Background: an optimization exercise with open tools, aiming at small area, a short achievable clock period and few clock cycles. Do not read the settings as production practice.
Function was checked by simulation only, so behaviour that the tests miss may differ from the original.
Power is estimated from default activity; no workload was simulated.

$ cat flow/design.v
module gc_anim (
    input  wire        clk,
    input  wire        rst,          
    input  wire        bus_req,
    input  wire        bus_we,
    input  wire [7:0]  bus_addr,
    input  wire [31:0] bus_wdata,
    output reg         bus_ack,
    output reg         bus_err,
    output reg  [31:0] bus_rdata,
    output reg         rnd_req,
    output wire [7:0]  rnd_lo,
    output wire [7:0]  rnd_hi,
    input  wire        rnd_ack,
    input  wire [7:0]  rnd_data,
    output reg         px_valid,
    output reg         px_latch,
    output wire [23:0] px_color,
    input  wire        px_ready
);
    localparam [2:0] K_SOLID = 3'd0, K_PULSE = 3'd1, K_CYLON = 3'd2,
                     K_ALT   = 3'd3, K_FLICK = 3'd4, K_LAVA  = 3'd5;
    localparam [2:0] E_OK = 3'd0, E_UNSUP = 3'd1, E_ILLEGAL = 3'd2,
                     E_BADKIND = 3'd3, E_BADCOLOR = 3'd4;
    localparam [1:0] F_SOLID = 2'd0, F_CYLON = 2'd1, F_ALT = 2'd2, F_LAVA = 2'd3;
    localparam [2:0] X_COLL = 3'd0, X_COLR = 3'd1, X_LBG = 3'd2, X_BCOL = 3'd3, X_RES = 3'd4;
    localparam [2:0] P_HOLD = 3'd0, P_A = 3'd1, P_B = 3'd2, P_COLL = 3'd3,
                     P_COLR = 3'd4, P_CYL = 3'd5, P_ALT = 3'd6, P_LAVA = 3'd7;
    function [20:0] c21(input [23:0] c);
        c21 = {c[22:16], c[14:8], c[6:0]};
    endfunction
    function [6:0] mix_ch(input [6:0] x, input [6:0] y, input [6:0] n);
        reg [13:0] t;
        reg [14:0] u;
        integer i;
        begin
            t = 14'd0;
            for (i = 0; i < 7; i = i + 1)
                t = t + ({7'd0, (n[i] ? y : x)} << i);
            u = {1'b0, t} + {8'd0, t[13:7]} + 15'd1;
            mix_ch = u[13:7];
        end
    endfunction
    function [6:0] morph_ch(input [6:0] x, input [6:0] y);
        morph_ch = (x < y) ? x + 7'd1 : (x > y) ? x - 7'd1 : x;
    endfunction
    function [20:0] morph21(input [20:0] b, input [20:0] t);
        morph21 = {morph_ch(b[20:14], t[20:14]), morph_ch(b[13:7], t[13:7]),
                   morph_ch(b[6:0], t[6:0])};
    endfunction
    function [6:0] edge_ch(input [6:0] c);
        edge_ch = {2'b00, c[6:2]} + ((c == 7'd127) ? 7'd1 : 7'd0);
    endfunction
    function valid_col(input [23:0] c);
        valid_col = (c[23] == 1'b0 && c[15] == 1'b0 && c[7] == 1'b0) ||
                    c == 24'h808080 || c == 24'h818181;
    endfunction
    function covered(input [3:0] i, input [3:0] bp, input [3:0] r);
        reg [3:0] d;
        begin
            d = i - bp;
            covered = ({1'b0, d} <= {1'b0, r}) || ((5'd16 - {1'b0, d}) <= {1'b0, r});
        end
    endfunction
    reg [2:0]  cfg_kind;
    reg [23:0] cfg_a, cfg_b;
    reg [31:0] cfg_speed;
    reg [2:0]  act_kind;
    reg [23:0] act_a, act_b;
    reg [31:0] act_speed;
    reg [31:0] now_r, next_due, last_delay;
    reg [23:0] opa, opb, res;
    reg [2:0]  st_err;
    reg        st_ran, st_init;
    reg [20:0] col_l, col_r;
    reg [6:0]  pc;
    reg        pup;
    reg        cdir;
    reg [3:0]  cpos;
    reg        aphase;           
    reg [31:0] fw;
    reg        fst;
    reg        fv0, fv2;         
    reg [20:0] lbg;
    reg [335:0] ring;            
    reg [2:0]  b_act;
    reg [4:0]  b_cd0, b_cd1, b_cd2;
    reg [3:0]  b_pos0, b_pos1, b_pos2;
    reg [3:0]  b_r0, b_r1, b_r2;
    reg [20:0] b_col0, b_col1, b_col2;
    localparam [4:0]
        S_IDLE = 5'd0,  S_FIN  = 5'd1,  S_X    = 5'd2,  S_XB   = 5'd3,
        S_WF   = 5'd4,  S_MX   = 5'd5,  S_MXA  = 5'd6,  S_EXA  = 5'd7,
        S_SOL  = 5'd8,  S_PF   = 5'd9,  S_PM   = 5'd10, S_CF   = 5'd11,
        S_CW   = 5'd12, S_AF   = 5'd13, S_FF   = 5'd14, S_FD   = 5'd15,
        S_F3   = 5'd16, S_F6   = 5'd17, S_LI0  = 5'd18, S_LI   = 5'd19,
        S_LB   = 5'd20, S_LH   = 5'd21, S_SP   = 5'd22, S_DS   = 5'd23,
        S_CMD  = 5'd24, S_T2   = 5'd25;
    reg [4:0]  st;
    reg [4:0]  xret, xret2;
    reg [2:0]  xdst;
    reg        xprim;
    reg [1:0]  xcnt;
    reg        tick_init;
    reg [1:0]  lk;               
    reg [2:0]  lhit;             
    reg [1:0]  scnt;             
    reg        lo_r;             
    reg [6:0]  hi_r;             
    reg [20:0] pxc;
    reg [3:0]  idx;              
    reg [1:0]  fmode;
    reg        m_g, m_b;         
    reg        mpulse;
    reg [6:0]  drem;
    reg [3:0]  dcnt;
    reg        dbusy;
    assign rnd_lo   = {7'd0, lo_r};
    assign rnd_hi   = {1'b0, hi_r};
    assign px_color = {1'b0, pxc[20:14], 1'b0, pxc[13:7], 1'b0, pxc[6:0]};
    wire [3:0]  nidx = idx + 4'd1;
    wire [20:0] cyl_edge = {edge_ch(col_l[20:14]), edge_ch(col_l[13:7]), edge_ch(col_l[6:0])};
    wire [20:0] cyl_pix = (nidx == cpos) ? col_l :
                          ((cpos != 4'd15 && nidx == cpos + 4'd1) ||
                           (nidx != 4'd15 && nidx + 4'd1 == cpos)) ? cyl_edge : col_r;
    wire [20:0] alt_pix = ((nidx[0] == 1'b0) == aphase) ? col_l : col_r;
    reg  [20:0] lp;
    reg         lv_fresh;        
    wire        lv_go   = st == S_LH && lh_cur == 3'b000 && lv_fresh;
    wire        lv_r1   = px_valid || lv_go;
    wire [3:0]  lv_i1   = lv_r1 ? nidx + 4'd1 : nidx;
    wire [20:0] lv_in   = tick_init ? 21'd0 : lv_r1 ? ring[41:21] : ring[20:0];
    wire [20:0] lv0 = morph21(lv_in, lbg);
    wire [20:0] lv1 = (b_act[0] && covered(lv_i1, b_pos0, b_r0)) ? morph21(lv0, b_col0) : lv0;
    wire [20:0] lv2 = (b_act[1] && covered(nidx, b_pos1, b_r1)) ? morph21(lp, b_col1) : lp;
    wire [20:0] lava_px = (b_act[2] && covered(nidx, b_pos2, b_r2)) ? morph21(lv2, b_col2) : lv2;
    wire        mx_p = mpulse && st != S_CMD;
    wire        mdim = cq_op[2];
    wire [20:0] mx_x = mx_p ? col_l : mdim ? 21'd0 : c21(opa);
    wire [20:0] mx_y = mx_p ? col_r : mdim ? c21(opa) : c21(opb);
    wire [6:0]  mx_n = mx_p ? pc : cq_n;
    wire        m_r   = !m_g && !m_b;
    wire [6:0]  mx_xc = ({7{m_r}} & mx_x[20:14]) | ({7{m_g}} & mx_x[13:7]) | ({7{m_b}} & mx_x[6:0]);
    wire [6:0]  mx_yc = ({7{m_r}} & mx_y[20:14]) | ({7{m_g}} & mx_y[13:7]) | ({7{m_b}} & mx_y[6:0]);
    wire [6:0]  mx_q  = mix_ch(mx_xc, mx_yc, mx_n);
    wire [7:0] dv_r1 = {drem, last_delay[31]};
    wire       dv_q1 = dv_r1 >= 8'd127;
    wire [6:0] dv_s1 = dv_q1 ? dv_r1 - 8'd127 : dv_r1[6:0];
    wire [7:0] dv_r2 = {dv_s1, last_delay[30]};
    wire       dv_q2 = dv_r2 >= 8'd127;
    wire [6:0] dv_s2 = dv_q2 ? dv_r2 - 8'd127 : dv_r2[6:0];
    wire [4:0]  ra      = bus_addr[6:2];
    wire        addr_bad = (bus_addr[1:0] != 2'b00) || (bus_addr > 8'h44);
    wire        ra_wr   = (ra == 5'h00) || (ra == 5'h02) || (ra == 5'h03) || (ra == 5'h04) ||
                          (ra == 5'h05) || (ra == 5'h0A) || (ra == 5'h0D) || (ra == 5'h0E);
    reg [31:0] rd_val;
    always @(*) begin
        case (ra)
            5'h01: rd_val = {26'd0, st_init, st_ran, 1'b0, st_err};
            5'h02: rd_val = {29'd0, cfg_kind};
            5'h03: rd_val = {8'd0, cfg_a};
            5'h04: rd_val = {8'd0, cfg_b};
            5'h05: rd_val = cfg_speed;
            5'h06: rd_val = {29'd0, act_kind};
            5'h07: rd_val = {8'd0, act_a};
            5'h08: rd_val = {8'd0, act_b};
            5'h09: rd_val = act_speed;
            5'h0A: rd_val = now_r;
            5'h0B: rd_val = next_due;
            5'h0C: rd_val = last_delay;
            5'h0D: rd_val = {8'd0, opa};
            5'h0E: rd_val = {8'd0, opb};
            5'h0F: rd_val = {8'd0, res};
            5'h10: rd_val = 32'd16;
            5'h11: rd_val = 32'd3;
            default: rd_val = 32'd0;
        endcase
    end
    wire        req_new = bus_req && !bus_ack && st == S_IDLE;
    wire        wr      = req_new && bus_we && !addr_bad;
    wire        is_cmdw = req_new && bus_we && bus_addr == 8'h00;
    wire        is_tick = is_cmdw && bus_wdata == 32'd2;
    reg  [3:0]  cq_op;
    reg  [6:0]  cq_n;
    reg         cq_z;            
    always @(posedge clk)
        if (st == S_IDLE) begin
            cq_op <= bus_wdata[3:0];
            cq_n  <= bus_wdata[10:4];
            cq_z  <= bus_wdata[31:11] == 21'd0;
        end
    wire        c_ill   = cq_op[3] || !cq_z ||
                          (cq_n != 7'd0 && cq_op[2:0] != 3'd3 && cq_op[2:0] != 3'd4);
    wire        c_ok    = st == S_CMD && !c_ill;
    wire        kind_bad = cfg_kind > K_LAVA;
    wire        col_bad  = !valid_col(cfg_a) || !valid_col(cfg_b);
    wire        setpat_ok = c_ok && cq_op[2:0] == 3'd1 && !kind_bad && !col_bad;
    wire        tk_init = (next_due == 32'd0);
    wire        tk_run  = tk_init || !(now_r < next_due);
    wire        a_sent = act_a[23];
    wire        b_sent = act_b[23];
    wire        a_prim = act_a[16];
    wire        b_prim = act_b[16];
    wire [20:0] a21 = c21(act_a);
    wire [20:0] b21 = c21(act_b);
    wire        opa_sent = (opa == 24'h808080) || (opa == 24'h818181);
    wire        em_adv   = px_valid && px_ready && !px_latch && idx != 4'd15;
    wire        p15_done = px_latch || !px_valid || (idx == 4'd15 && px_ready);
    wire        frm_done = !px_valid || (px_latch && px_ready);
    wire [31:0] cyl_base = {5'd0, act_speed[31:5]};
    wire        cyl_bounce = cdir ? (cpos == 4'd0) : (cpos == 4'd15);
    wire        fl_lo = (fw == 32'd0) && fv0;
    wire        fl_hi = !fl_lo && (fw == act_speed) && fv2;
    wire [31:0] fl_w  = fw + {{31{fv0}}, fv0 | fv2};
    wire [31:0] fl_n  = fl_lo ? 32'd0 : fl_hi ? act_speed : fl_w;
    wire [2:0]  lb_hit = {b_cd2 == 5'd1, b_cd1 == 5'd1, b_cd0 == 5'd1};
    wire [2:0]  lh_cur = t2 ? lb_hit : lhit;
    wire [1:0]  lh_k   = lh_cur[0] ? 2'd0 : lh_cur[1] ? 2'd1 : 2'd2;
    wire        lh_act = b_act[lh_k];
    wire [6:0]  x_ch   = xprim ? {7{rnd_data[0]}} : rnd_data[6:0];
    wire        x_sh   = st == S_X && rnd_ack;
    reg [4:0]  st_n;
    reg        ack_n;
    reg        rq_set, rq_keep, rq_lo, rq_go1;
    reg [6:0]  rq_hi;
    reg        x_go;
    reg [2:0]  x_dst;
    reg        x_prim;
    reg [4:0]  x_ret, x_ret2;
    reg        f_start, f_go1;    
    reg [2:0]  f_sel;
    reg [1:0]  f_mode;
    reg        coll_ld, colr_ld, lbg_ld, bcol_ld;
    reg        pul_init, pul_step, cyl_init, cyl_step, alt_go;
    reg        flk_init, flk_upd, flk_flip;
    reg        lav_init, lav_pass, lk_zero, lk_inc, lk_set, spawn, desp, scnt_zero;
    reg        dl_speed, dl_base, dl_ten, dl_three, d_start;
    reg        fin, mix_cmd, mixr_p, mixr_r;
    reg        bk, alt_flip;
    reg        t2;               
    always @(*) begin
        st_n = st;      ack_n = 1'b0;
        rq_set = 1'b0;  rq_keep = 1'b0; rq_lo = 1'b0; rq_hi = 7'd0; rq_go1 = 1'b0;
        x_go = 1'b0;    x_dst = X_COLL; x_prim = 1'b0; x_ret = S_IDLE; x_ret2 = S_IDLE;
        f_start = 1'b0; f_go1 = 1'b0; f_sel = P_HOLD; f_mode = F_SOLID;
        coll_ld = 1'b0; colr_ld = 1'b0; lbg_ld = 1'b0; bcol_ld = 1'b0;
        pul_init = 1'b0; pul_step = 1'b0; cyl_init = 1'b0; cyl_step = 1'b0; alt_go = 1'b0;
        flk_init = 1'b0; flk_upd = 1'b0; flk_flip = 1'b0;
        lav_init = 1'b0; lav_pass = 1'b0; lk_zero = 1'b0; lk_inc = 1'b0; lk_set = 1'b0;
        spawn = 1'b0; desp = 1'b0; scnt_zero = 1'b0;
        dl_speed = 1'b0; dl_base = 1'b0; dl_ten = 1'b0; dl_three = 1'b0; d_start = 1'b0;
        fin = 1'b0; mix_cmd = 1'b0; mixr_p = 1'b0; mixr_r = 1'b0;
        bk = 1'b0; alt_flip = 1'b0;
        case (st)
        S_IDLE: if (req_new) begin
            if (!is_cmdw)
                ack_n = 1'b1;    
            else if (!is_tick)
                st_n = S_CMD;
            else if (!tk_run)
                ack_n = 1'b1;
            else if (tk_init)
                st_n = S_T2;
            else case (act_kind)
                K_SOLID: if (a_sent)
                    st_n = S_T2;
                else begin
                    f_go1 = 1'b1;      
                    st_n = S_WF; bk = 1'b1;
                end
                K_PULSE: begin
                    f_go1 = 1'b1;
                    st_n = S_PM; bk = 1'b1;
                end
                K_CYLON: begin
                    f_go1 = 1'b1;      
                    st_n = S_CW; bk = 1'b1;
                end
                K_ALT: if (a_sent || b_sent)
                    st_n = S_T2;
                else begin
                    alt_flip = 1'b1;
                    f_go1 = 1'b1; st_n = S_WF;
                    bk = 1'b1;
                end
                K_FLICK: begin
                    rq_go1 = 1'b1; st_n = S_FD; bk = 1'b1;    
                end
                default: begin   
                    st_n = S_LH; bk = 1'b1;
                end
            endcase
        end
        S_CMD: if (c_ill) begin
            ack_n = 1'b1; st_n = S_IDLE;
        end else case (cq_op[2:0])
            3'd3, 3'd4: begin
                mixr_r = 1'b1; st_n = S_MXA;
            end
            3'd6: if (opa_sent) begin
                x_go = 1'b1; x_dst = X_RES; x_prim = opa[16]; x_ret = S_EXA;
            end else begin
                ack_n = 1'b1; st_n = S_IDLE;
            end
            default: begin           
                ack_n = 1'b1; st_n = S_IDLE;
            end
        endcase
        S_T2: case (act_kind)
            K_SOLID: begin
                dl_speed = 1'b1;
                coll_ld  = 1'b1;
                st_n = S_WF;
                if (a_sent) begin
                    x_go = 1'b1; x_dst = X_COLL; x_prim = a_prim; x_ret = S_SOL;
                end else begin
                    f_start = 1'b1; f_sel = P_A; f_mode = F_SOLID;
                end
            end
            K_PULSE: begin
                d_start = 1'b1;
                st_n = S_PM;
                if (tick_init) begin
                    pul_init = 1'b1;
                    coll_ld = 1'b1; colr_ld = 1'b1;
                    if (a_sent) begin
                        x_go = 1'b1; x_dst = X_COLL; x_prim = a_prim; x_ret = S_XB; x_ret2 = S_PF;
                    end else if (b_sent) begin
                        x_go = 1'b1; x_dst = X_COLR; x_prim = b_prim; x_ret = S_PF;
                    end else begin
                        f_start = 1'b1; f_sel = P_A; f_mode = F_SOLID;
                    end
                end else begin
                    pul_step = 1'b1;
                    if (pup && pc == 7'd126) begin
                        coll_ld = 1'b1;
                        if (a_sent) begin
                            x_go = 1'b1; x_dst = X_COLL; x_prim = a_prim; x_ret = S_PM;
                        end
                    end else if (!pup && pc == 7'd1) begin
                        colr_ld = 1'b1;
                        if (b_sent) begin
                            x_go = 1'b1; x_dst = X_COLR; x_prim = b_prim; x_ret = S_PM;
                        end
                    end
                end
            end
            K_CYLON: begin
                dl_base = 1'b1;
                st_n = S_CW;
                if (tick_init) begin
                    cyl_init = 1'b1;
                    coll_ld = 1'b1; colr_ld = 1'b1;
                    if (a_sent) begin
                        x_go = 1'b1; x_dst = X_COLL; x_prim = a_prim; x_ret = S_XB; x_ret2 = S_CF;
                    end else if (b_sent) begin
                        x_go = 1'b1; x_dst = X_COLR; x_prim = b_prim; x_ret = S_CF;
                    end else begin
                        f_start = 1'b1; f_sel = P_A; f_mode = F_CYLON;
                    end
                end
            end
            K_ALT: begin
                dl_speed = 1'b1;
                alt_go   = 1'b1;
                coll_ld = 1'b1; colr_ld = 1'b1;
                if (a_sent) begin
                    x_go = 1'b1; x_dst = X_COLL; x_prim = a_prim; x_ret = S_XB; x_ret2 = S_AF;
                end else if (b_sent) begin
                    x_go = 1'b1; x_dst = X_COLR; x_prim = b_prim; x_ret = S_AF;
                end else begin
                    f_start = 1'b1; f_sel = (tick_init || !aphase) ? P_A : P_B;
                    f_mode = F_ALT; st_n = S_WF;
                end
            end
            K_FLICK: begin
                dl_ten = 1'b1;
                if (tick_init) begin
                    flk_init = 1'b1;
                    coll_ld = 1'b1; colr_ld = 1'b1;
                    st_n = S_WF;
                    if (a_sent) begin
                        x_go = 1'b1; x_dst = X_COLL; x_prim = a_prim; x_ret = S_XB; x_ret2 = S_FF;
                    end else if (b_sent) begin
                        x_go = 1'b1; x_dst = X_COLR; x_prim = b_prim; x_ret = S_FF;
                    end else begin
                        f_start = 1'b1; f_sel = P_B; f_mode = F_SOLID;
                    end
                end else begin
                    rq_set = 1'b1; rq_lo = 1'b0; rq_hi = 7'd2; st_n = S_FD;
                end
            end
            default: begin   
                dl_ten = 1'b1;
                if (tick_init) begin
                    lav_init = 1'b1;
                    lbg_ld   = 1'b1;
                    if (b_sent) begin
                        x_go = 1'b1; x_dst = X_LBG; x_prim = b_prim; x_ret = S_LI0;
                    end else begin
                        lk_zero = 1'b1;
                        rq_set = 1'b1; rq_lo = 1'b1; rq_hi = 7'd12; st_n = S_LI;
                    end
                end else begin
                    lav_pass = 1'b1; st_n = S_LH;
                end
            end
        endcase
        S_X: if (rnd_ack) begin
            if (xcnt == 2'd2) st_n = xret;
            else rq_keep = 1'b1;
        end
        S_XB: if (b_sent) begin
            x_go = 1'b1; x_dst = X_COLR; x_prim = b_prim; x_ret = xret2;
        end else
            st_n = xret2;
        S_SOL: begin f_start = 1'b1; f_sel = P_COLL; f_mode = F_SOLID; st_n = S_WF; end
        S_PF:  begin f_start = 1'b1; f_sel = P_COLL; f_mode = F_SOLID; st_n = S_PM; end
        S_CF:  begin f_start = 1'b1; f_sel = P_CYL;  f_mode = F_CYLON; st_n = S_CW; end
        S_AF:  begin f_start = 1'b1; f_sel = P_ALT;  f_mode = F_ALT;   st_n = S_WF; end
        S_FF:  begin f_start = 1'b1; f_sel = P_COLR; f_mode = F_SOLID; st_n = S_WF; end
        S_PM: if (p15_done) begin
            mixr_p = 1'b1; st_n = S_WF;
        end
        S_CW: if (p15_done) begin
            cyl_step = 1'b1;
            st_n = S_WF;
            if (cyl_bounce) begin
                dl_three = 1'b1;
                coll_ld = 1'b1; colr_ld = 1'b1;
                if (a_sent) begin
                    x_go = 1'b1; x_dst = X_COLL; x_prim = a_prim;
                    x_ret = b_sent ? S_XB : S_WF; x_ret2 = S_WF;
                end else if (b_sent) begin
                    x_go = 1'b1; x_dst = X_COLR; x_prim = b_prim; x_ret = S_WF;
                end
            end
        end
        S_FD: if (rnd_ack) st_n = S_F3;
        S_F3: begin
            flk_upd = 1'b1;
            st_n = S_F6;
            if (fl_lo) coll_ld = 1'b1;
            if (fl_hi) colr_ld = 1'b1;
            if (fl_lo && a_sent) begin
                x_go = 1'b1; x_dst = X_COLL; x_prim = a_prim; x_ret = S_F6;
            end else if (fl_hi && b_sent) begin
                x_go = 1'b1; x_dst = X_COLR; x_prim = b_prim; x_ret = S_F6;
            end
        end
        S_F6: if ((fw > {1'b0, act_speed[31:1]}) != fst) begin
            flk_flip = 1'b1;
            f_start = 1'b1; f_sel = fst ? P_COLR : P_COLL; f_mode = F_SOLID; st_n = S_WF;
        end else begin
            ack_n = 1'b1; st_n = S_FIN;
        end
        S_LI0: begin
            lk_zero = 1'b1;
            rq_set = 1'b1; rq_lo = 1'b1; rq_hi = 7'd12; st_n = S_LI;
        end
        S_LI: if (rnd_ack) begin
            lk_inc = 1'b1;
            if (lk == 2'd2) st_n = S_LB;
            else rq_keep = 1'b1;
        end
        S_LB: begin lav_pass = 1'b1; st_n = S_LH; end
        S_LH: if (lh_cur == 3'b000) begin
            if (lv_fresh) begin
                f_start = 1'b1; f_sel = P_LAVA; f_mode = F_LAVA; st_n = S_WF;
            end
        end else begin
            lk_set = 1'b1;
            if (!lh_act) begin
                spawn = 1'b1; scnt_zero = 1'b1;
                rq_set = 1'b1; rq_lo = 1'b0; rq_hi = 7'd15; st_n = S_SP;
            end else begin
                desp = 1'b1;
                rq_set = 1'b1; rq_lo = 1'b1; rq_hi = 7'd12; st_n = S_DS;
            end
        end
        S_DS: if (rnd_ack) st_n = S_LH;
        S_SP: if (rnd_ack) begin
            case (scnt)
            2'd0: begin rq_set = 1'b1; rq_lo = 1'b0; rq_hi = 7'd15; end
            2'd1: begin rq_set = 1'b1; rq_lo = 1'b1; rq_hi = 7'd24; end
            default: begin
                bcol_ld = 1'b1;
                st_n = S_LH;
                if (a_sent) begin
                    x_go = 1'b1; x_dst = X_BCOL; x_prim = a_prim; x_ret = S_LH;
                end
            end
            endcase
        end
        S_MXA: begin ack_n = 1'b1; st_n = S_IDLE; end    
        S_EXA: begin ack_n = 1'b1; st_n = S_IDLE; end
        S_WF: if (frm_done && !(dbusy && dcnt != 4'd15)) begin
            ack_n = 1'b1; st_n = S_FIN;
        end
        S_FIN: begin fin = 1'b1; st_n = S_IDLE; end
        default: st_n = S_IDLE;
        endcase
        if (t2) case (act_kind)
            K_SOLID, K_ALT: dl_speed = 1'b1;
            K_PULSE: begin
                d_start  = 1'b1;
                pul_step = 1'b1;
                if (pup && pc == 7'd126) begin
                    coll_ld = 1'b1;
                    if (a_sent) begin
                        x_go = 1'b1; x_dst = X_COLL; x_prim = a_prim; x_ret = S_PM;
                    end
                end else if (!pup && pc == 7'd1) begin
                    colr_ld = 1'b1;
                    if (b_sent) begin
                        x_go = 1'b1; x_dst = X_COLR; x_prim = b_prim; x_ret = S_PM;
                    end
                end
            end
            K_CYLON: dl_base = 1'b1;
            K_LAVA: begin dl_ten = 1'b1; lav_pass = 1'b1; end
            default: dl_ten = 1'b1;
        endcase
        if (x_go) begin
            st_n = S_X;
            rq_set = 1'b1; rq_lo = 1'b0; rq_hi = x_prim ? 7'd1 : 7'd127;
        end
    end
    wire tick_go = is_tick && tk_run;
    always @(posedge clk) begin
        if (rst) begin
            st      <= S_IDLE;
            bus_ack <= 1'b0;
            rnd_req <= 1'b0;
        end else begin
            st      <= st_n;
            bus_ack <= ack_n;
            rnd_req <= rq_set || rq_keep || rq_go1 || (rnd_req && !rnd_ack);
        end
    end
    always @(posedge clk) begin
        bus_err   <= addr_bad || (bus_we && !ra_wr);
        bus_rdata <= rd_val;
        if (rq_set) begin
            lo_r <= rq_lo;
            hi_r <= rq_hi;
        end else if (st == S_IDLE) begin
            lo_r <= 1'b0;        
            hi_r <= 7'd2;
        end
        if (x_go) begin
            xdst  <= x_dst;
            xprim <= x_prim;
            xret  <= x_ret;
            xret2 <= x_ret2;
        end
        xcnt <= x_go ? 2'd0 : x_sh ? xcnt + 2'd1 : xcnt;
        if (st == S_IDLE) tick_init <= tk_init;
        t2 <= !rst && bk;
    end
    always @(posedge clk) begin
        if (rst) begin
            cfg_kind  <= 3'd0;
            cfg_a     <= 24'd0;
            cfg_b     <= 24'd0;
            cfg_speed <= 32'd0;
            now_r     <= 32'd0;
            opa       <= 24'd0;
            opb       <= 24'd0;
        end else if (wr) begin
            if (ra == 5'h02) cfg_kind  <= bus_wdata[2:0];
            if (ra == 5'h03) cfg_a     <= bus_wdata[23:0];
            if (ra == 5'h04) cfg_b     <= bus_wdata[23:0];
            if (ra == 5'h05) cfg_speed <= bus_wdata;
            if (ra == 5'h0A) now_r     <= bus_wdata;
            if (ra == 5'h0D) opa       <= bus_wdata[23:0];
            if (ra == 5'h0E) opb       <= bus_wdata[23:0];
        end
    end
    always @(posedge clk) begin
        if (rst) begin
            act_kind  <= 3'd0;
            act_a     <= 24'd0;
            act_b     <= 24'd0;
            act_speed <= 32'd0;
        end else if (setpat_ok) begin
            act_kind  <= cfg_kind;
            act_a     <= cfg_a;
            act_b     <= cfg_b;
            act_speed <= cfg_speed;
        end
    end
    always @(posedge clk) begin
        if (rst)
            next_due <= 32'd0;
        else if (setpat_ok)
            next_due <= 32'd0;
        else if (st == S_T2 && tick_init)
            next_due <= now_r;
        else if (fin)
            next_due <= next_due + last_delay;
    end
    always @(posedge clk) begin
        if (rst) begin
            st_err  <= 3'd0;
            st_ran  <= 1'b0;
            st_init <= 1'b0;
        end else if (is_tick) begin
            st_err  <= E_OK;
            st_ran  <= tk_run;
            st_init <= tk_run && tk_init;
        end else if (st == S_CMD) begin
            if (c_ill)
                st_err <= E_ILLEGAL;
            else if (cq_op[2:0] == 3'd7)
                st_err <= E_UNSUP;
            else if (cq_op[2:0] == 3'd1 && kind_bad)
                st_err <= E_BADKIND;
            else if (cq_op[2:0] == 3'd1 && col_bad)
                st_err <= E_BADCOLOR;
            else
                st_err <= E_OK;
        end
    end
    always @(posedge clk) begin
        if (rst)
            res <= 24'd0;
        else if (c_ok && cq_op[2:0] == 3'd5)
            res <= {1'b0, morph_ch(opa[22:16], opb[22:16]),
                    1'b0, morph_ch(opa[14:8],  opb[14:8]),
                    1'b0, morph_ch(opa[6:0],   opb[6:0])};
        else if (c_ok && cq_op[2:0] == 3'd6)
            res <= opa;      
        else if (x_sh && xdst == X_RES)
            res <= {res[15:0], 1'b0, x_ch};
        else if (mixr_r)
            res <= {1'b0, mx_q, 1'b0, res[14:8], 1'b0, res[6:0]};
        else if (m_g && !mpulse)
            res[14:8] <= mx_q;
        else if (m_b && !mpulse)
            res[6:0] <= mx_q;
    end
    always @(posedge clk) begin
        if (rst)
            last_delay <= 32'd0;
        else if (dl_speed || d_start)
            last_delay <= act_speed;
        else if (dl_base)
            last_delay <= cyl_base;
        else if (dl_ten)
            last_delay <= 32'd10;
        else if (dl_three)
            last_delay <= {act_speed[31:5], 1'b0} + cyl_base;
        else if (dbusy)
            last_delay <= {last_delay[29:0], dv_q1, dv_q2};
    end
    always @(posedge clk) begin
        if (rst)
            dbusy <= 1'b0;
        else if (d_start)
            dbusy <= 1'b1;
        else if (dbusy && dcnt == 4'd15)
            dbusy <= 1'b0;
        if (d_start) begin
            drem <= 7'd0;
            dcnt <= 4'd0;
        end else if (dbusy) begin
            drem <= dv_s2;
            dcnt <= dcnt + 4'd1;
        end
    end
    always @(posedge clk) begin
        if (rst) begin
            m_g <= 1'b0;
            m_b <= 1'b0;
        end else begin
            m_g <= mixr_p || mixr_r;
            m_b <= m_g;
        end
        if (d_start)
            mpulse <= 1'b1;
        else if (st == S_CMD)
            mpulse <= 1'b0;
    end
    reg [20:0] idle_px;
    reg [1:0]  idle_mode;
    always @(*) begin
        idle_px   = pxc;
        idle_mode = F_SOLID;
        case (act_kind)
        K_SOLID: idle_px = a21;
        K_CYLON: begin idle_px = cyl_pix; idle_mode = F_CYLON; end
        K_ALT:   begin idle_px = aphase ? b21 : a21; idle_mode = F_ALT; end
        default: ;
        endcase
    end
    reg [2:0]  p_sel;
    reg [20:0] p_src;
    always @(*) begin
        if (f_start)
            p_sel = f_sel;
        else case (fmode)
            F_CYLON: p_sel = P_CYL;
            F_ALT:   p_sel = P_ALT;
            F_LAVA:  p_sel = P_LAVA;
            default: p_sel = P_HOLD;
        endcase
        case (p_sel)
            P_A:     p_src = a21;
            P_B:     p_src = b21;
            P_COLL:  p_src = col_l;
            P_COLR:  p_src = col_r;
            P_CYL:   p_src = cyl_pix;
            P_ALT:   p_src = alt_pix;
            P_LAVA:  p_src = lava_px;
            default: p_src = pxc;
        endcase
    end
    always @(posedge clk) begin
        if (rst) begin
            px_valid <= 1'b0;
            idx      <= 4'd15;
        end else begin
            if (f_start || f_go1)
                px_valid <= 1'b1;
            else if (px_valid && px_ready && px_latch)
                px_valid <= 1'b0;
            if (f_start || f_go1)
                idx <= 4'd0;
            else if (em_adv)
                idx <= nidx;
        end
        if (f_start || f_go1)
            px_latch <= 1'b0;
        else if (px_valid && px_ready && !px_latch && idx == 4'd15)
            px_latch <= 1'b1;
        if (st == S_IDLE)
            fmode <= idle_mode;
        else if (f_start)
            fmode <= f_mode;
        if (st == S_IDLE)
            pxc <= idle_px;
        else if (f_start || em_adv)
            pxc <= p_src;
        else if (mixr_p)
            pxc[20:14] <= mx_q;
        else if (m_g && mpulse)
            pxc[13:7] <= mx_q;
        else if (m_b && mpulse)
            pxc[6:0] <= mx_q;
    end
    wire ring_sh = (f_start && f_mode == F_LAVA) || (em_adv && fmode == F_LAVA);
    always @(posedge clk)
        if (ring_sh) ring <= {lava_px, ring[335:21]};
    wire lv_wr = lav_init || lbg_ld || spawn || desp || sp_wr || bcol_ld ||
                 (x_sh && (xdst == X_LBG || xdst == X_BCOL)) ||
                 (st == S_IDLE && tick_init != tk_init);
    always @(posedge clk) begin
        if (ring_sh || !lv_r1)
            lp <= lv1;
        lv_fresh <= !lv_wr;
    end
    wire alt_pre = st == S_IDLE && act_kind == K_ALT;
    always @(posedge clk) begin
        if (coll_ld || alt_pre)
            col_l <= a21;
        else if (x_sh && xdst == X_COLL)
            col_l <= {col_l[13:0], x_ch};
        if (colr_ld || alt_pre)
            col_r <= b21;
        else if (x_sh && xdst == X_COLR)
            col_r <= {col_r[13:0], x_ch};
        if (lbg_ld)
            lbg <= b21;
        else if (x_sh && xdst == X_LBG)
            lbg <= {lbg[13:0], x_ch};
    end
    always @(posedge clk) begin
        if (pul_init) begin
            pc  <= 7'd1;
            pup <= 1'b1;
        end else if (pul_step) begin
            if (pup) begin
                pc <= pc + 7'd1;
                if (pc == 7'd126) pup <= 1'b0;
            end else begin
                pc <= pc - 7'd1;
                if (pc == 7'd1) pup <= 1'b1;
            end
        end
    end
    always @(posedge clk) begin
        if (cyl_init) begin
            cdir <= 1'b0;
            cpos <= 4'd0;
        end else if (cyl_step) begin
            if (cyl_bounce) begin
                cdir <= !cdir;
                cpos <= cdir ? cpos + 4'd1 : cpos - 4'd1;
            end else
                cpos <= cdir ? cpos - 4'd1 : cpos + 4'd1;
        end
    end
    always @(posedge clk)
        if (alt_flip) aphase <= !aphase;
        else if (alt_go) aphase <= tick_init ? 1'b1 : !aphase;
    always @(posedge clk) begin
        if (flk_init)
            fw <= {1'b0, act_speed[31:1]};
        else if (flk_upd)
            fw <= fl_n;
        if (flk_init)
            fst <= 1'b0;
        else if (flk_flip)
            fst <= !fst;
        if (st == S_FD && rnd_ack) begin
            fv0 <= (rnd_data == 8'd0);
            fv2 <= (rnd_data == 8'd2);
        end
    end
    wire cd_wr = rnd_ack && (st == S_LI || st == S_DS || (st == S_SP && scnt == 2'd2));
    wire sp_wr = rnd_ack && st == S_SP;
    always @(posedge clk) begin
        if (lav_init)
            b_act <= 3'b000;
        else if (spawn)
            b_act[lh_k] <= 1'b1;
        else if (desp)
            b_act[lh_k] <= 1'b0;
        if (lav_pass || lk_set)
            lhit <= (lav_pass ? lb_hit : lhit) & ~(lk_set ? (3'b001 << lh_k) : 3'b000);
        if (lk_zero)
            lk <= 2'd0;
        else if (lk_inc)
            lk <= lk + 2'd1;
        else if (lk_set)
            lk <= lh_k;
        if (scnt_zero)
            scnt <= 2'd0;
        else if (sp_wr)
            scnt <= scnt + 2'd1;
        if (lav_pass)                   b_cd0 <= b_cd0 - 5'd1;
        else if (cd_wr && lk == 2'd0)   b_cd0 <= rnd_data[4:0];
        if (lav_pass)                   b_cd1 <= b_cd1 - 5'd1;
        else if (cd_wr && lk == 2'd1)   b_cd1 <= rnd_data[4:0];
        if (lav_pass)                   b_cd2 <= b_cd2 - 5'd1;
        else if (cd_wr && lk == 2'd2)   b_cd2 <= rnd_data[4:0];
        if (sp_wr && scnt == 2'd0 && lk == 2'd0) b_pos0 <= rnd_data[3:0];
        if (sp_wr && scnt == 2'd0 && lk == 2'd1) b_pos1 <= rnd_data[3:0];
        if (sp_wr && scnt == 2'd0 && lk == 2'd2) b_pos2 <= rnd_data[3:0];
        if (sp_wr && scnt == 2'd1 && lk == 2'd0) b_r0 <= rnd_data[3:0];
        if (sp_wr && scnt == 2'd1 && lk == 2'd1) b_r1 <= rnd_data[3:0];
        if (sp_wr && scnt == 2'd1 && lk == 2'd2) b_r2 <= rnd_data[3:0];
        if (bcol_ld && lk == 2'd0)                          b_col0 <= a21;
        else if (x_sh && xdst == X_BCOL && lk == 2'd0)      b_col0 <= {b_col0[13:0], x_ch};
        if (bcol_ld && lk == 2'd1)                          b_col1 <= a21;
        else if (x_sh && xdst == X_BCOL && lk == 2'd1)      b_col1 <= {b_col1[13:0], x_ch};
        if (bcol_ld && lk == 2'd2)                          b_col2 <= a21;
        else if (x_sh && xdst == X_BCOL && lk == 2'd2)      b_col2 <= {b_col2[13:0], x_ch};
    end
endmodule
$ cat flow/run.sh
#!/bin/bash
# synth_recipe.tcl (not shown) runs the flow's synth.tcl, then flattens the netlist and writes it again
# the make line also repeats each setting of config.mk as NAME=value (left out here)
make -C /OpenROAD-flow-scripts/flow DESIGN_CONFIG=/design/flow/config.mk WORK_HOME=/design/flow/orfs CLKGATE_MAP_FILE= SYNTH_SCRIPT=/design/flow/synth_recipe.tcl finish
$ cat flow/config.mk
export PLATFORM = sky130hd
export DESIGN_NAME = gc_anim
export DESIGN_NICKNAME = gc_anim
export VERILOG_FILES = /design/flow/design.v
export SDC_FILE = /design/flow/constraint.sdc
export NUM_CORES = 4
export LEC_CHECK = 0
export CAP_MARGIN = 20
export CORE_MARGIN = 2
export CORE_UTILIZATION = 40
export PLACE_DENSITY = 0.6
export SLEW_MARGIN = 20
$ cat flow/constraint.sdc
create_clock -name core_clock -period 40.0 [get_ports {clk}]
set_input_delay 8.0000 -clock core_clock [delete_from_list [all_inputs] [get_ports {clk}]]
set_output_delay 8.0000 -clock core_clock [all_outputs]
set_load 0.01 [all_outputs]
==> reports/metrics.yaml, run 1 <==
hold_path_class: "reg2reg"
rsz0062_at_grt: "no"
clk_latency_ps: 760
initial_core_util: 0.402
gr-usage-met1: 0.356
synth_warnings: 1
post-route-drc-count: 0
slew_viol_final: 0
reg2reg_to: "pxc[4]"
cp-end-kind: "flop"
min_from: "ring[84]"
core_um2: 154000
grt_use_met3: 0.0581
drv_cap: 0
finalCritPeriodShare: 0.307
max-clock-path-buffers: 3
synthSimpleGateAreaFrac: 0.164
tightestPinTransition_ps: 1140
ys_seq_area_frac: 0.437
timing.fmax_mhz: 81.5
fp.dieArea_um2: 158000
synth-xor-area-share: 0.0389
grt_use_met2: 0.440
drtPass1Iterations: 9
reg2reg_depth: 30
fp.dieW_um: 397
grt_max_degree: 105
die_h_um: 397
row_count: 144
synth-seq-cells: 1041
timing.critical_path.to: "idx[2]"
synth_compound_area_frac: 0.196
r2r-start: "st[1]"
clk_pin_slew_ps: 60
synthTopCellsByCount: "923 x nand2_1, 707 x a21oi_1, 615 x edfxtp_1"
power.total_mw: 5.50
synth_area_leader_cell: "edfxtp_1"
cts-resized-gates: 0
worstSetupStartpointType: "primary input"
fin_crit_ps: 12270
postCtsSetupBuffers: 0
grt_pass1_vias: 50500
synth_most_common_cell: "nand2_1"
synth_top_family_by_area: "compound AO/OA/AOI/OAI gates"
yosys.area.top_type_share: 0.299
synthArstFlopShare: 0
grt_overflow: 0
dpl_cell_area_um2: 65100
wl_per_cell_um: 26.0
drive_above_1_share: 0.0758
fin_tns_setup_ps: 0
status: "complete, no violations"
dpl.hpwl_mm: 167
synth_edf_count: 615
peakVddDrop_uv: 216
fin_area_um2: 69000
skew_ps: 46.4
finalHoldViolCount: 0
ys.flop_type: "edfxtp_1"
crit_type: "in2reg"
area_growth_pct: 11.8
grt_pass1_wl_mm: 333
cp_max_fo: 6
vias_per_cell: 6.13
syn_area_per_cell_um2: 9.21
finalSetupViolations: 0
cts_tree: "done"
cts_buffers: 111
vias: 54000
critPathArrivalTime_ps: 12920
htree_levels: 3
cts-hold-fix-buffers: 0
io_pins: 131
synth_area_um2: 61700
netlist_instances: 6702
ff2ff_setup_slack_ps: 30020
slew-limit-headroom: 0.232
io_buffers: 119
synthMuxAreaShare: 0.0267
holdWs_ps: 407
cts-root-buf: "clkbuf_16"
dp_slack_ps: 26740
drtIter0Drc: 6710
synth_area_leaders: "edfxtp_1 30%, dfxtp_1 14%, ha_1 7.9%, a21oi_1 5.7%, nand2_1 5.6%"
wl_mm: 229
ant_nets: 0
final_nets: 7150
synth_fa_ha_area_frac: 0.0899
antenna_found_initial: 21
startpoint: "bus_wdata[24]"
finalWorstSetupSlack_ps: 27730
required_ps: 40650
busiest_layer: "met2"
gp_congestion: 0.998
synth_cell_type_count: 106
power.density_nw_per_um2: 79.7
clock_sinks: 1041
fillers: 14700
leakage_nw: 25.4
grt_usage: 0.281
==> metal layers <==
layer / wire, µm / vias up
met5: 156 / -
met4: 16800 / 24
met3: 20100 / 739
met2: 101000 / 2806
met1: 90700 / 25900
li1: - / 24500
==> sequential cells by signal, indices dropped and copies added, names as in the netlist, 24 cells and up, named ones only <==
name and flops:
opb 24, cfg_speed 32, act_a 24, now_r 32, res 24, ring 336, fw 32, opa 24
cfg_b 24, bus_rdata 32, act_speed 32, act_b 24, cfg_a 24, next_due 32, last_delay 32
==> layout make-up <==
type                            instances  area [µm²]  area share
Multi-Input combinational cell       4916       32000       0.464
Tap cell                             2044        2560      0.0370
Timing Repair Buffer                  269        2330      0.0337
Clock buffer                          134        2940      0.0425
Clock inverter                         77         930      0.0135
Inverter                              333        1250      0.0181
Sequential cell                      1041       27000       0.391
Antenna cell                            5        12.5    0.000181
==> cell usage in the layout (no fill, tap or decap), types with 42 or more instances in the layout <==
cell             instances
xor2_1                 106
edfxtp_1               615
dfxtp_1                425
o211ai_1                42
mux2i_1                 66
ha_1                   391
xnor2_1                153
o22ai_1                 63
a221oi_1               125
a211oi_1                67
and3_1                  47
a31oi_1                 49
nor2_1                 402
nand2_1                919
nor3_1                 139
a22o_1                  89
clkdlybuf4s50_1        118
nor4_1                  61
nand2b_1                57
buf_4                  147
nand4_1                 86
o21a_1                  44
nor2b_1                 68
a21oi_1                707
mux2_2                  84
a21o_1                  95
inv_1                  328
o21ai_0                326
nand3_1                155
a22oi_1                 69
clkbuf_16              112
==> worst max-delay path, cell delays in order <==
cell and delay (ps):
clkdlybuf4s50_1 440, nor4_1 980, buf_4 240, nand4_1 130, nor4_2 630, nand4_1 430, or2_2 480, nor2_1 230
o21ai_1 270, o21ai_0 610, o32ai_1 160, a211o_1 310
==> cell families (layout without fill, tap and decap cells) <==
| logic type | count (synthesis) | count (layout) |
|---|---|---|
| and+or+nand+nor | 2164 | 2164 |
| AOI/OAI and AO/OA | 1898 | 1898 |
| DFF | 1041 | 1041 |
| buffers and inverters | 755 | 813 |
| adders and majority gates | 424 | 424 |
| xor gates and xnor gates | 266 | 266 |
| muxes | 153 | 153 |
| other | 1 | 16 |
==> power breakdown <==
part	internal [mW]	total (mW)	switching, mW
clock network	0.632	1.10	0.470
logic	1.00	3.06	2.06
registers	1.28	1.34	0.0645
total	2.91	5.50	2.59
==> how the worst min path moves through the flow <==
stage                           end  slack, ps  cells after the start
after floorplan           ring[100]        400                      0
after global placement    ring[223]        400                      0
after detailed placement  ring[148]        400                      0
after CTS                  ring[24]        420                      0
after global routing       ring[24]        420                      0
final                      ring[63]        410                      0
==> stage by stage <==
stage               cells   util
floorplan            6712      -
global placement     8602  0.424
detailed placement   8602  0.424
CTS                  8813  0.449
global route         8814  0.449
finish               8819  0.449
Testbench counts, summed over its fixed seeds: cycles 88,326.
==> run 2: changes to the inputs <==
--- a/flow/design.v
+++ b/flow/design.v
@@ -26,4 +26,3 @@
     localparam [2:0] X_COLL = 3'd0, X_COLR = 3'd1, X_LBG = 3'd2, X_BCOL = 3'd3, X_RES = 3'd4;
-    localparam [2:0] P_HOLD = 3'd0, P_A = 3'd1, P_B = 3'd2, P_COLL = 3'd3,
-                     P_COLR = 3'd4, P_CYL = 3'd5, P_ALT = 3'd6, P_LAVA = 3'd7;
+    localparam [2:0] P_HOLD = 3'd0, P_COLL = 3'd3, P_COLR = 3'd4, P_CYL = 3'd5, P_ALT = 3'd6;
     function [20:0] c21(input [23:0] c);
@@ -83,3 +82,2 @@
     reg        fv0, fv2;         
-    reg [20:0] lbg;
     reg [335:0] ring;            
@@ -89,3 +87,3 @@
     reg [3:0]  b_r0, b_r1, b_r2;
-    reg [20:0] b_col0, b_col1, b_col2;
+    reg [20:0] b_col1, b_col2;       
     localparam [4:0]
@@ -120,3 +118,3 @@
     assign px_color = {1'b0, pxc[20:14], 1'b0, pxc[13:7], 1'b0, pxc[6:0]};
-    wire [3:0]  nidx = idx + 4'd1;
+    wire [3:0]  nidx = (st == S_IDLE || f_start) ? 4'd0 : idx + 4'd1;
     wire [20:0] cyl_edge = {edge_ch(col_l[20:14]), edge_ch(col_l[13:7]), edge_ch(col_l[6:0])};
@@ -125,3 +123,3 @@
                            (nidx != 4'd15 && nidx + 4'd1 == cpos)) ? cyl_edge : col_r;
-    wire [20:0] alt_pix = ((nidx[0] == 1'b0) == aphase) ? col_l : col_r;
+    wire [20:0] alt_pix = ((nidx[0] == 1'b0) != aphase) ? col_l : col_r;
     reg  [20:0] lp;
@@ -129,9 +127,14 @@
     wire        lv_go   = st == S_LH && lh_cur == 3'b000 && lv_fresh;
-    wire        lv_r1   = px_valid || lv_go;
-    wire [3:0]  lv_i1   = lv_r1 ? nidx + 4'd1 : nidx;
-    wire [20:0] lv_in   = tick_init ? 21'd0 : lv_r1 ? ring[41:21] : ring[20:0];
-    wire [20:0] lv0 = morph21(lv_in, lbg);
-    wire [20:0] lv1 = (b_act[0] && covered(lv_i1, b_pos0, b_r0)) ? morph21(lv0, b_col0) : lv0;
-    wire [20:0] lv2 = (b_act[1] && covered(nidx, b_pos1, b_r1)) ? morph21(lp, b_col1) : lp;
-    wire [20:0] lava_px = (b_act[2] && covered(nidx, b_pos2, b_r2)) ? morph21(lv2, b_col2) : lv2;
+    reg         lav_on;          
+    reg  [3:0]  lph;             
+    reg  [4:0]  le;              
+    wire        lv_start = lv_go;
+    wire        rot     = lv_start || lav_on;
+    wire [3:0]  lv_i1   = rot ? lph + 4'd1 : lph;
+    wire [20:0] lv_in   = tick_init ? 21'd0 : rot ? ring[41:21] : ring[20:0];
+    wire [20:0] lv0 = morph21(lv_in, col_r);
+    wire [20:0] lv1 = (b_act[0] && covered(lv_i1, b_pos0, b_r0)) ? morph21(lv0, col_l) : lv0;
+    wire [20:0] lv2 = (b_act[1] && covered(lph, b_pos1, b_r1)) ? morph21(lp, b_col1) : lp;
+    wire [20:0] lava_px = (b_act[2] && covered(lph, b_pos2, b_r2)) ? morph21(lv2, b_col2) : lv2;
+    wire        lv_load = rot && lph == le[3:0] && !le[4] && (!px_valid || px_ready);
     wire        mx_p = mpulse && st != S_CMD;
@@ -180,4 +183,5 @@
     wire        wr      = req_new && bus_we && !addr_bad;
-    wire        is_cmdw = req_new && bus_we && bus_addr == 8'h00;
-    wire        is_tick = is_cmdw && bus_wdata == 32'd2;
+    wire        is_cmdw, is_tick;
+    gc_anim_dec u_dec (.req(req_new), .we(bus_we), .addr(bus_addr), .wdata(bus_wdata),
+                       .is_cmdw(is_cmdw), .is_tick(is_tick));
     reg  [3:0]  cq_op;
@@ -206,5 +210,8 @@
     wire        opa_sent = (opa == 24'h808080) || (opa == 24'h818181);
-    wire        em_adv   = px_valid && px_ready && !px_latch && idx != 4'd15;
+    reg         lfact;           
+    wire        em_more  = px_valid && px_ready && !px_latch && idx != 4'd15;
     wire        p15_done = px_latch || !px_valid || (idx == 4'd15 && px_ready);
-    wire        frm_done = !px_valid || (px_latch && px_ready);
+    wire        frm_done = (!px_valid && !lfact) || (px_valid && px_latch && px_ready);
+    wire        p15r     = px_latch || !px_valid;
+    wire        div_ok   = !(dbusy && dcnt != 4'd15);
     wire [31:0] cyl_base = {5'd0, act_speed[31:5]};
@@ -221,2 +228,21 @@
     wire        x_sh   = st == S_X && rnd_ack;
+    reg [4:0]  tk_st;
+    reg        tk_fast, tk_bk, tk_rq;
+    always @(*) begin
+        tk_st = S_T2; tk_fast = 1'b0; tk_bk = 1'b0; tk_rq = 1'b0;
+        if (!tk_run)
+            tk_st = S_IDLE;
+        else if (!tk_init) case (act_kind)
+            K_SOLID: if (!a_sent) begin
+                tk_st = S_WF; tk_fast = 1'b1; tk_bk = 1'b1;
+            end
+            K_PULSE: begin tk_st = S_PM; tk_fast = 1'b1; tk_bk = 1'b1; end
+            K_CYLON: begin tk_st = S_CW; tk_fast = 1'b1; tk_bk = 1'b1; end
+            K_ALT: if (!a_sent && !b_sent) begin
+                tk_st = S_WF; tk_fast = 1'b1; tk_bk = 1'b1;
+            end
+            K_FLICK: begin tk_st = S_FD; tk_rq = 1'b1; tk_bk = 1'b1; end    
+            default: begin tk_st = S_LH; tk_bk = 1'b1; end                  
+        endcase
+    end
     reg [4:0]  st_n;
@@ -225,3 +251,3 @@
     reg [6:0]  rq_hi;
-    reg        x_go;
+    reg        x_go, x_pre;
     reg [2:0]  x_dst;
@@ -238,3 +264,3 @@
     reg        fin, mix_cmd, mixr_p, mixr_r;
-    reg        bk, alt_flip;
+    reg        bk;
     reg        t2;               
@@ -243,3 +269,3 @@
         rq_set = 1'b0;  rq_keep = 1'b0; rq_lo = 1'b0; rq_hi = 7'd0; rq_go1 = 1'b0;
-        x_go = 1'b0;    x_dst = X_COLL; x_prim = 1'b0; x_ret = S_IDLE; x_ret2 = S_IDLE;
+        x_go = 1'b0;    x_pre = 1'b0;   x_dst = X_COLL; x_prim = 1'b0; x_ret = S_IDLE; x_ret2 = S_IDLE;
         f_start = 1'b0; f_go1 = 1'b0; f_sel = P_HOLD; f_mode = F_SOLID;
@@ -252,42 +278,10 @@
         fin = 1'b0; mix_cmd = 1'b0; mixr_p = 1'b0; mixr_r = 1'b0;
-        bk = 1'b0; alt_flip = 1'b0;
+        bk = 1'b0;
         case (st)
-        S_IDLE: if (req_new) begin
-            if (!is_cmdw)
-                ack_n = 1'b1;    
-            else if (!is_tick)
-                st_n = S_CMD;
-            else if (!tk_run)
-                ack_n = 1'b1;
-            else if (tk_init)
-                st_n = S_T2;
-            else case (act_kind)
-                K_SOLID: if (a_sent)
-                    st_n = S_T2;
-                else begin
-                    f_go1 = 1'b1;      
-                    st_n = S_WF; bk = 1'b1;
-                end
-                K_PULSE: begin
-                    f_go1 = 1'b1;
-                    st_n = S_PM; bk = 1'b1;
-                end
-                K_CYLON: begin
-                    f_go1 = 1'b1;      
-                    st_n = S_CW; bk = 1'b1;
-                end
-                K_ALT: if (a_sent || b_sent)
-                    st_n = S_T2;
-                else begin
-                    alt_flip = 1'b1;
-                    f_go1 = 1'b1; st_n = S_WF;
-                    bk = 1'b1;
-                end
-                K_FLICK: begin
-                    rq_go1 = 1'b1; st_n = S_FD; bk = 1'b1;    
-                end
-                default: begin   
-                    st_n = S_LH; bk = 1'b1;
-                end
-            endcase
+        S_IDLE: begin
+            st_n   = is_tick ? tk_st : is_cmdw ? S_CMD : S_IDLE;
+            ack_n  = req_new && (is_tick ? !tk_run : !is_cmdw);
+            f_go1  = is_tick && tk_fast;
+            bk     = is_tick && tk_bk;
+            rq_go1 = is_tick && tk_rq;
         end
@@ -315,5 +309,4 @@
                     x_go = 1'b1; x_dst = X_COLL; x_prim = a_prim; x_ret = S_SOL;
-                end else begin
-                    f_start = 1'b1; f_sel = P_A; f_mode = F_SOLID;
-                end
+                end else
+                    st_n = S_SOL;
             end
@@ -329,5 +322,4 @@
                         x_go = 1'b1; x_dst = X_COLR; x_prim = b_prim; x_ret = S_PF;
-                    end else begin
-                        f_start = 1'b1; f_sel = P_A; f_mode = F_SOLID;
-                    end
+                    end else
+                        st_n = S_PF;
                 end else begin
@@ -357,5 +349,4 @@
                         x_go = 1'b1; x_dst = X_COLR; x_prim = b_prim; x_ret = S_CF;
-                    end else begin
-                        f_start = 1'b1; f_sel = P_A; f_mode = F_CYLON;
-                    end
+                    end else
+                        st_n = S_CF;
                 end
@@ -370,6 +361,4 @@
                     x_go = 1'b1; x_dst = X_COLR; x_prim = b_prim; x_ret = S_AF;
-                end else begin
-                    f_start = 1'b1; f_sel = (tick_init || !aphase) ? P_A : P_B;
-                    f_mode = F_ALT; st_n = S_WF;
-                end
+                end else
+                    st_n = S_AF;
             end
@@ -385,5 +374,4 @@
                         x_go = 1'b1; x_dst = X_COLR; x_prim = b_prim; x_ret = S_FF;
-                    end else begin
-                        f_start = 1'b1; f_sel = P_B; f_mode = F_SOLID;
-                    end
+                    end else
+                        st_n = S_FF;
                 end else begin
@@ -421,8 +409,15 @@
         S_FF:  begin f_start = 1'b1; f_sel = P_COLR; f_mode = F_SOLID; st_n = S_WF; end
-        S_PM: if (p15_done) begin
-            mixr_p = 1'b1; st_n = S_WF;
+        S_PM: if (p15r) begin
+            mixr_p = 1'b1;
+            if (frm_done && div_ok) begin
+                ack_n = 1'b1; st_n = S_FIN;
+            end else
+                st_n = S_WF;
         end
-        S_CW: if (p15_done) begin
+        S_CW: if (p15r) begin
             cyl_step = 1'b1;
-            st_n = S_WF;
+            if (!cyl_bounce && frm_done) begin
+                ack_n = 1'b1; st_n = S_FIN;
+            end else
+                st_n = S_WF;
             if (cyl_bounce) begin
@@ -468,3 +463,3 @@
             if (lv_fresh) begin
-                f_start = 1'b1; f_sel = P_LAVA; f_mode = F_LAVA; st_n = S_WF;
+                f_start = 1'b1; f_mode = F_LAVA; st_n = S_WF;
             end
@@ -481,13 +476,14 @@
         S_DS: if (rnd_ack) st_n = S_LH;
-        S_SP: if (rnd_ack) begin
-            case (scnt)
-            2'd0: begin rq_set = 1'b1; rq_lo = 1'b0; rq_hi = 7'd15; end
-            2'd1: begin rq_set = 1'b1; rq_lo = 1'b1; rq_hi = 7'd24; end
-            default: begin
-                bcol_ld = 1'b1;
-                st_n = S_LH;
-                if (a_sent) begin
-                    x_go = 1'b1; x_dst = X_BCOL; x_prim = a_prim; x_ret = S_LH;
+        S_SP: begin
+            if (scnt == 2'd2) begin
+                x_pre = 1'b1; x_dst = X_BCOL; x_prim = a_prim; x_ret = S_LH;
+            end
+            if (rnd_ack) case (scnt)
+                2'd0: begin rq_set = 1'b1; rq_lo = 1'b0; rq_hi = 7'd15; end
+                2'd1: begin rq_set = 1'b1; rq_lo = 1'b1; rq_hi = 7'd24; end
+                default: begin
+                    bcol_ld = 1'b1;
+                    st_n = S_LH;
+                    if (a_sent) x_go = 1'b1;
                 end
-            end
             endcase
@@ -496,3 +492,3 @@
         S_EXA: begin ack_n = 1'b1; st_n = S_IDLE; end
-        S_WF: if (frm_done && !(dbusy && dcnt != 4'd15)) begin
+        S_WF: if (frm_done && div_ok) begin
             ack_n = 1'b1; st_n = S_FIN;
@@ -550,3 +546,3 @@
         end
-        if (x_go) begin
+        if (x_go || x_pre) begin
             xdst  <= x_dst;
@@ -556,3 +552,3 @@
         end
-        xcnt <= x_go ? 2'd0 : x_sh ? xcnt + 2'd1 : xcnt;
+        xcnt <= (x_go || x_pre) ? 2'd0 : x_sh ? xcnt + 2'd1 : xcnt;
         if (st == S_IDLE) tick_init <= tk_init;
@@ -627,2 +623,4 @@
             res <= 24'd0;
+        else if (x_sh && xdst == X_RES)
+            res <= {res[15:0], 1'b0, x_ch};
         else if (c_ok && cq_op[2:0] == 3'd5)
@@ -633,4 +631,2 @@
             res <= opa;      
-        else if (x_sh && xdst == X_RES)
-            res <= {res[15:0], 1'b0, x_ch};
         else if (mixr_r)
@@ -684,14 +680,3 @@
     end
-    reg [20:0] idle_px;
     reg [1:0]  idle_mode;
-    always @(*) begin
-        idle_px   = pxc;
-        idle_mode = F_SOLID;
-        case (act_kind)
-        K_SOLID: idle_px = a21;
-        K_CYLON: begin idle_px = cyl_pix; idle_mode = F_CYLON; end
-        K_ALT:   begin idle_px = aphase ? b21 : a21; idle_mode = F_ALT; end
-        default: ;
-        endcase
-    end
     reg [2:0]  p_sel;
@@ -699,3 +684,12 @@
     always @(*) begin
-        if (f_start)
+        idle_mode = F_SOLID;
+        p_sel     = P_HOLD;
+        if (st == S_IDLE)
+            case (act_kind)
+            K_SOLID: p_sel = P_COLL;
+            K_CYLON: begin p_sel = P_CYL; idle_mode = F_CYLON; end
+            K_ALT:   begin p_sel = P_ALT; idle_mode = F_ALT;   end
+            default: ;
+            endcase
+        else if (f_start)
             p_sel = f_sel;
@@ -704,3 +698,2 @@
             F_ALT:   p_sel = P_ALT;
-            F_LAVA:  p_sel = P_LAVA;
             default: p_sel = P_HOLD;
@@ -708,4 +701,2 @@
         case (p_sel)
-            P_A:     p_src = a21;
-            P_B:     p_src = b21;
             P_COLL:  p_src = col_l;
@@ -714,3 +705,2 @@
             P_ALT:   p_src = alt_pix;
-            P_LAVA:  p_src = lava_px;
             default: p_src = pxc;
@@ -718,20 +708,42 @@
     end
+    wire sent  = px_valid && px_ready;
+    wire f_any = (f_start && f_mode != F_LAVA) || f_go1;    
+    wire em_adv = em_more && fmode != F_LAVA;
+    wire lv_latch = fmode == F_LAVA && lfact && le[4] && !px_latch && (sent || !px_valid);
     always @(posedge clk) begin
-        if (rst) begin
+        if (rst)
             px_valid <= 1'b0;
-            idx      <= 4'd15;
+        else
+            px_valid <= f_any || lv_load || lv_latch ||
+                        (px_valid && (!px_ready || (!px_latch && fmode != F_LAVA)));
+    end
+    always @(posedge clk) begin
+        if (rst) begin
+            idx      <= 4'd0;
+            px_latch <= 1'b0;
+            lfact    <= 1'b0;
+            lav_on   <= 1'b0;
+            lph      <= 4'd0;
+            le       <= 5'd0;
         end else begin
-            if (f_start || f_go1)
-                px_valid <= 1'b1;
-            else if (px_valid && px_ready && px_latch)
-                px_valid <= 1'b0;
-            if (f_start || f_go1)
-                idx <= 4'd0;
-            else if (em_adv)
-                idx <= nidx;
+            if (sent && px_latch) begin
+                px_latch <= 1'b0;
+                idx      <= 4'd0;
+                le       <= 5'd0;
+                lfact    <= 1'b0;
+            end else begin
+                if (lv_start)
+                    lfact <= 1'b1;
+                if (lv_load)
+                    le <= le + 5'd1;
+                if (lv_latch || (sent && idx == 4'd15 && fmode != F_LAVA))
+                    px_latch <= 1'b1;
+                if (em_adv)
+                    idx <= nidx;
+            end
+            if (rot) begin
+                lph    <= lph + 4'd1;
+                lav_on <= !(lph == 4'd15 && (le[4] || (lv_load && le[3:0] == 4'd15)));
+            end
         end
-        if (f_start || f_go1)
-            px_latch <= 1'b0;
-        else if (px_valid && px_ready && !px_latch && idx == 4'd15)
-            px_latch <= 1'b1;
         if (st == S_IDLE)
@@ -740,7 +752,3 @@
             fmode <= f_mode;
-        if (st == S_IDLE)
-            pxc <= idle_px;
-        else if (f_start || em_adv)
-            pxc <= p_src;
-        else if (mixr_p)
+        if (mixr_p)
             pxc[20:14] <= mx_q;
@@ -750,28 +758,32 @@
             pxc[6:0] <= mx_q;
+        else if (lv_load)
+            pxc <= lava_px;
+        else if (st == S_IDLE || f_start || em_adv)
+            pxc <= p_src;
     end
-    wire ring_sh = (f_start && f_mode == F_LAVA) || (em_adv && fmode == F_LAVA);
     always @(posedge clk)
-        if (ring_sh) ring <= {lava_px, ring[335:21]};
+        if (rot) ring <= {lv_load ? lava_px : ring[20:0], ring[335:21]};
     wire lv_wr = lav_init || lbg_ld || spawn || desp || sp_wr || bcol_ld ||
-                 (x_sh && (xdst == X_LBG || xdst == X_BCOL)) ||
+                 coll_a || colr_b || x_sh ||
                  (st == S_IDLE && tick_init != tk_init);
     always @(posedge clk) begin
-        if (ring_sh || !lv_r1)
-            lp <= lv1;
+        lp       <= lv1;
         lv_fresh <= !lv_wr;
     end
-    wire alt_pre = st == S_IDLE && act_kind == K_ALT;
+    wire pre_on  = st == S_IDLE || st == S_FIN;
+    wire pre_l   = pre_on && (act_kind == K_SOLID || act_kind == K_ALT);
+    wire pre_r   = pre_on && act_kind == K_ALT;
+    wire coll_a  = coll_ld || pre_l || (bcol_ld && lk == 2'd0);
+    wire coll_sh = x_sh && (xdst == X_COLL || (xdst == X_BCOL && lk == 2'd0));
+    wire colr_b  = colr_ld || pre_r || lbg_ld;
+    wire colr_sh = x_sh && (xdst == X_COLR || xdst == X_LBG);
     always @(posedge clk) begin
-        if (coll_ld || alt_pre)
+        if (coll_a)
             col_l <= a21;
-        else if (x_sh && xdst == X_COLL)
+        else if (coll_sh)
             col_l <= {col_l[13:0], x_ch};
-        if (colr_ld || alt_pre)
+        if (colr_b)
             col_r <= b21;
-        else if (x_sh && xdst == X_COLR)
+        else if (colr_sh)
             col_r <= {col_r[13:0], x_ch};
-        if (lbg_ld)
-            lbg <= b21;
-        else if (x_sh && xdst == X_LBG)
-            lbg <= {lbg[13:0], x_ch};
     end
@@ -804,4 +816,4 @@
     always @(posedge clk)
-        if (alt_flip) aphase <= !aphase;
-        else if (alt_go) aphase <= tick_init ? 1'b1 : !aphase;
+        if (alt_go && tick_init) aphase <= 1'b0;
+        else if (fin && act_kind == K_ALT) aphase <= !aphase;
     always @(posedge clk) begin
@@ -853,4 +865,2 @@
         if (sp_wr && scnt == 2'd1 && lk == 2'd2) b_r2 <= rnd_data[3:0];
-        if (bcol_ld && lk == 2'd0)                          b_col0 <= a21;
-        else if (x_sh && xdst == X_BCOL && lk == 2'd0)      b_col0 <= {b_col0[13:0], x_ch};
         if (bcol_ld && lk == 2'd1)                          b_col1 <= a21;
@@ -861 +871,12 @@
 endmodule
+module gc_anim_dec (
+    input  wire        req,
+    input  wire        we,
+    input  wire [7:0]  addr,
+    input  wire [31:0] wdata,
+    output wire        is_cmdw,
+    output wire        is_tick
+);
+    assign is_cmdw = req && we && addr == 8'h00;
+    assign is_tick = is_cmdw && wdata == 32'd2;
+endmodule
==> run 2 against run 1 <==
  * Cell count is 3.8% lower
  * Still clean on timing, DRC and antenna
  * Via count is 3.9% lower
  * Largest cell class unchanged
  * Synthesized area is 3.6% lower
  * Largest power group is now sequential cells
==> reports/metrics.yaml, run 2 <==
clkPwrFrac: 0.466  # +0.266
ff2ff_setup_slack_ps: 30710  # +690 ps
wl_per_cell_um: 25.8  # -0.81%
die_h_um: 390  # -1.8%
synthArstFlopShare: 0  # unchanged
netlist_instances: 6473  # -3.4%
layout_commonest_cell: "nand2_1"
wl_mm: 219  # -4.5%
internal-power_mw: 1.75  # -40%
hold_depth: 0  # unchanged
max-clock-path-buffers: 3  # unchanged
ys_seq_area_frac: 0.432  # -0.00506
synth-seq-cells: 1010  # -3.0%
synth_warnings: 1  # unchanged
synth_cell_type_count: 115  # +8.5%
skew_ps: 60.4  # +14.0 ps
largest_reg_flops: 336  # unchanged
peakVddDrop_uv: 42.7  # -80%
timing.fmax_mhz: 89.9  # +10%
syn_area_per_cell_um2: 9.20  # -0.14%
hold_path_class: "reg2reg"
area_growth_pct: 11.8  # about the same
fillers: 14200  # -3.3%
min_from: "ring[266]"
initial_core_util: 0.403  # +0.00104
grt_max_degree: 178  # +70%
ant_nets: 0  # unchanged
r2r-start: "st[4]"
finalCritPeriodShare: 0.278  # -0.0288
holdWs_ps: 390  # -17.2 ps
postCtsSetupBuffers: 0  # unchanged
instances_no_fill: 8487  # -3.8%
critPathArrivalTime_ps: 11720  # -1200 ps
yosys.area.top_type_share: 0.278  # -0.0212
tightestPinTransition_ps: 1270  # +128 ps
fp.dieW_um: 390  # -1.8%
p_comb_frac: 0.061  # -0.495
clock_sinks: 1010  # -3.0%
cts_tree: "done"
core_um2: 148000  # -3.8%
grt_usage: 0.279  # -0.00194
cp_max_fo: 24  # +18
vias_per_cell: 6.11  # -0.18%
drtIter0Drc: 5910  # -12%
drtPass1Iterations: 7  # -2
antenna_found_initial: 18  # -14%
io_pins: 131  # unchanged
power.density_nw_per_um2: 34.8  # -56%
placedCellCount: 8269  # -3.9%
final_nets: 6935  # -3.0%
largest-register: "ring"
clk_latency_ps: 790  # +30 ps
cts-root-buf: "clkbuf_16"
rsz0062_at_grt: "no"
worstSetupStartpointType: "primary input"
cp-end-kind: "flop"
fp.dieArea_um2: 152000  # -3.5%
synth_most_common_cell: "nand2_1"
crit_type: "in2reg"
ys.flop_type: "edfxtp_1"
synth_area_leader_cell: "edfxtp_1"
clk_pin_slew_ps: 60  # about the same
status: "complete, no violations"
holdPathEnd: "ring[245]"
grt_pass1_vias: 48400  # -4.2%
synth_area_leaders: "edfxtp_1 28%, dfxtp_1 15%, ha_1 8.3%, nand2_1 6.0%, a21oi_1 5.2%"
finalHoldViolCount: 0  # unchanged
required_ps: 40600  # -50 ps
drive_above_1_share: 0.0686  # -0.00720
reg2reg_depth: 27  # -10%
synth_area_um2: 59500  # -3.6%
## run 2: layout make-up
cell class | count | area (µm²) | area share
multi-input cells | 4760 | 31200 | 0.469
clock inverters | 61 | 778 | 0.0117
diodes | 9 | 22.5 | 0.000338
well taps | 1930 | 2410 | 0.0363
repair buffers | 229 | 2040 | 0.0306
flip-flops and latches | 1010 | 25700 | 0.387
inverters | 341 | 1290 | 0.0193
clock buffers | 147 | 3050 | 0.0458
## run 2: power by group through the flow
stage                     logic, mW  registers, mW  clock network (mW)
after floorplan              0.0805           1.12                   0
after global placement        0.135           1.12                   0
after detailed placement      0.136           1.12                   0
after CTS                     0.137           1.10                1.10
after global routing          0.151           1.10                1.14
final                         0.141           1.10                1.08
## run 2: cell families after synthesis
| family | count (synthesis) | share of synthesized area |
|---|---|---|
| compound gates | 1787 | 0.196 |
| xor+xnor | 268 | 0.0397 |
| fa+ha+maj | 429 | 0.0943 |
| buf+inv | 713 | 0.0467 |
| flops | 1010 | 0.432 |
| mux | 132 | 0.0239 |
| other cells | 1 | 0.0000630 |
| simple gates | 2133 | 0.167 |
## run 2: worst max-delay path by stage
stage	from	endpoint	slack, ps	cells past startpoint
CTS	bus_addr[1]	opb[16]	29000	7
detailed placement	bus_addr[1]	opb[16]	28200	7
floorplan	rnd_ack	b_col1[0]	29760	5
global route	bus_addr[1]	opb[16]	28830	7
global placement	bus_addr[1]	opb[13]	28210	7
finish	bus_addr[1]	opb[16]	28880	7
## run 2: worst max-delay path: stages
cell             delay [ps]
clkdlybuf4s50_1         400
nor3_1                  730
nand3_1                 510
nor2_1                  830
nand2_1                 850
nand2_1                 280
a21oi_1                  90
## run 2: routing by layer
metal	share of wire	vias to the layer above	global-route usage	routed length, µm
met3	0.093	659	0.0598	20300
met1	0.41	25000	0.370	90000
met2	0.42	2599	0.414	92200
li1	-	23600	-	-
met5	0.00026	-	0	56
met4	0.073	8	0.178	16100
## run 2: per-stage QoR
step	setup slack [ps]	instance area [µm²]	power, mW	util
CTS	29000	66500	2.33	0.450
finish	28880	66500	2.32	0.450
global placement	28210	62700	1.25	0.424
detailed placement	28200	62700	1.25	0.424
global route	28830	66500	2.38	0.450
floorplan	29760	59600	1.20	-
Testbench counts of run 2, summed over its fixed seeds: cycles 88,382.

Check on run 2: ideal ports give 28.881 ns setup slack; a clkbuf_16 on the clock port and buf_2 on the inputs give 28.940 ns; moving port delays by the midpoint clock arrival (0.843 ns) as well gives 28.097 ns.
